From an optimization exercise on the open Yosys and OpenROAD flow, aimed at a short achievable clock period and few clock cycles; shortcuts taken in it are not production practice. Only simulation tests tie the RTL to the original design; equivalence was not proved. The clock port is modelled as an ideal driver; clocking choices that lean on that would not hold on a real chip. Power and IR drop assume default switching activity.

## pxd_engine
module pxd_engine (
    input  wire        clk,
    input  wire        rst,
    input  wire        start,
    input  wire [71:0] cft,         
    input  wire [15:0] plen,        
    output wire        idle,
    output reg         done,
    output reg  [1:0]  err,         
    output reg  [16:0] out_len,
    input  wire        in_valid,
    input  wire [7:0]  in_data,
    output reg         in_ready,
    output reg         mem_we,
    output reg  [15:0] mem_waddr,
    output reg  [7:0]  mem_wdata,
    output reg         mem_re,
    output wire [15:0] mem_raddr,
    input  wire [7:0]  mem_rdata
);
Settings: LEC_CHECK=0, ABC_CLOCK_PERIOD_IN_PS=2000, CAP_MARGIN=20, CORE_MARGIN=2, CORE_UTILIZATION=55, CTS_CLUSTER_DIAMETER=60, CTS_CLUSTER_SIZE=30, SETUP_SLACK_MARGIN=5, SLEW_MARGIN=20; clock period 7.0 ns.
standard.sh (not shown) runs the stock make flow with config.mk's settings and CLKGATE_MAP_FILE= SYNTH_SCRIPT=/design/flow/synth_recipe.tcl, a recipe that flattens the netlist after the stock synthesis.
==> flow/flow/run.sh <==
#!/bin/bash
set -e
export POST_CTS_TCL="$(pwd)/flow/rmroot.tcl"
bash standard.sh > standard.log 2>&1
==> flow/flow/rmroot.tcl <==
set rr_block [ord::get_db_block]
set rr_clknet [[$rr_block findBTerm clk] getNet]
set rr_its [$rr_clknet getITerms]
puts "rmroot: clock net [$rr_clknet getName] feeds [llength $rr_its] cell pins"
if {[llength $rr_its] == 1} {
  set rr_root [[lindex $rr_its 0] getInst]
  set rr_master [[$rr_root getMaster] getName]
  set rr_onet [[$rr_root findITerm X] getNet]
  set rr_loads {}
  foreach rr_it [$rr_onet getITerms] {
    if {[$rr_it getInst] != $rr_root} { lappend rr_loads $rr_it }
  }
  puts "rmroot: root [$rr_root getName] ($rr_master) drives [llength $rr_loads] pins"
  if {[string match "sky130_fd_sc_hd__clkbuf_*" $rr_master] && [llength $rr_loads] <= 4 && [llength [$rr_onet getBTerms]] == 0} {
    foreach rr_it $rr_loads {
      $rr_it disconnect
      $rr_it connect $rr_clknet
    }
    [$rr_root findITerm A] disconnect
    odb::dbInst_destroy $rr_root
    odb::dbNet_destroy $rr_onet
    puts "rmroot: root buffer removed; the clock port now feeds [llength [$rr_clknet getITerms]] pins"
  } else {
    puts "rmroot: root buffer kept"
  }
}
estimate_parasitics -placement
report_clock_latency
The baseline produced a clean layout.
Testbench counts at the start, summed over its fixed seeds: cycles 151,315.
Rerun with:
--- a/flow/design.v
+++ b/flow/design.v
@@ -181,24 +181,22 @@
                     n_push   = 1'b1;
                     n_opdone = 1'b1;
                     n_end    = c_last;
                     n_pst    = P_OP;
                 end
             end
         endcase
         if (n_opdone && opn == 3'd7)
             n_pst = P_CMD;
     end
     wire push_n = go && n_push;
-    wire cmd_ld = run && go && (pst == P_CMD);         
-    wire cmd_sh = run && go && n_opdone;               
     wire [5:0] alo = {1'b0, olen[4:0]} + {4'd0, n_add};
     reg        s_v;
     reg [1:0]  s_kind;
     reg [4:0]  s_len;
     reg [15:0] s_data;
     reg [QD-1:0] qv;            
     reg [1:0]    qk [0:QD-1];
     reg [4:0]    ql [0:QD-1];
     reg [15:0]   qd [0:QD-1];
     reg          q0_last;       
     reg [15:0]   raddr;         
@@ -245,39 +243,39 @@
         c_slen  <= slen_s;
         c_solen <= {slo[5] ? ohi_p1 : olen[16:5], slo[4:0]};
         c_h3    <= {1'b0, b_q[7:4]} + 5'd3;
         if (!run) begin
             pst    <= P_CMD;
             opn    <= 3'd0;
             olen   <= 17'd0;
             fe_code <= E_OK;
         end else if (go) begin
             pst <= n_pst;
             if (pst == P_CMD) begin
+                cmd <= c_q;
                 opn <= 3'd0;
             end else if (pst == P_OP) begin
                 sq_h3 <= c_h3;
                 sq_lo <= c_q[3:0];
             end
             if (n_opdone) begin
+                cmd <= {cmd[6:0], 1'b0};
                 opn <= opn + 3'd1;
             end
             if (pst == P_SQ2)
                 olen <= c_solen;
             else
                 olen <= {alo[5] ? ohi_p1 : olen[16:5], alo[4:0]};
             if (n_err)
                 fe_code <= n_code;
         end
-        cmd <= ({8{cmd_ld}} & c_q) | ({8{cmd_sh}} & {cmd[6:0], 1'b0}) |
-               ({8{!cmd_ld && !cmd_sh}} & cmd);
         s_kind <= n_kind;
         s_len  <= n_len;
         s_data <= n_data;
         qd[0] <= qd0_nx;
         raddr <= rst ? 16'd0 : qd0_nx;
         for (k = 0; k < QD; k = k + 1) begin
             if (pop) begin
                 if (k + 1 < QD && qv[k + 1]) begin
                     qk[k] <= qk[k + 1];
                     ql[k] <= ql[k + 1];
                     if (k > 0) qd[k] <= qd[k + 1];
The new run produced a clean layout.
Non-clock buffer count climbs by 18.
Global-route usage is about the same.
Combinational power climbs by about 2%.
Routed wire length is about the same.
Total power climbs by 2.0%.
Testbench counts after the change, summed over its fixed seeds: cycles 151,315.

-- port drivers added, routing unchanged --
How much do the figures lean on ideal ports? The routed layouts below were timed once more, with nothing changed but the port constraints.
Step 1 sets driving cells, clkbuf_16 on the clock port and buf_2 on the other inputs (assumed; they add their load-dependent delay and slew).
Step 2 times the ports against the registers' clock, not the clock port: input delays grow and output delays shrink by t, the midpoint of the rising clock arrivals with the driver on.
Slacks: ideal / step 1 / step 2; pairs: ideal / step 1.
| run | t, ns | setup WS [ns] | worst setup path after step 2 | latest minus earliest clock arrival (ns) | pins driven straight from the clock port |
|---|---|---|---|---|---|
| the first run | 0.555 | 4.698 / 4.569 / 4.417 | input to register | 0.034 / 0.034 | 4 |
| the second run | 0.550 | 4.688 / 4.566 / 4.405 | input to register | 0.037 / 0.037 | 4 |
After both steps setup and hold are still met in every run listed. For the second run, which loses most, drivers alone change the setup slack by -0.122 ns; drivers and shift together by -0.283 ns.
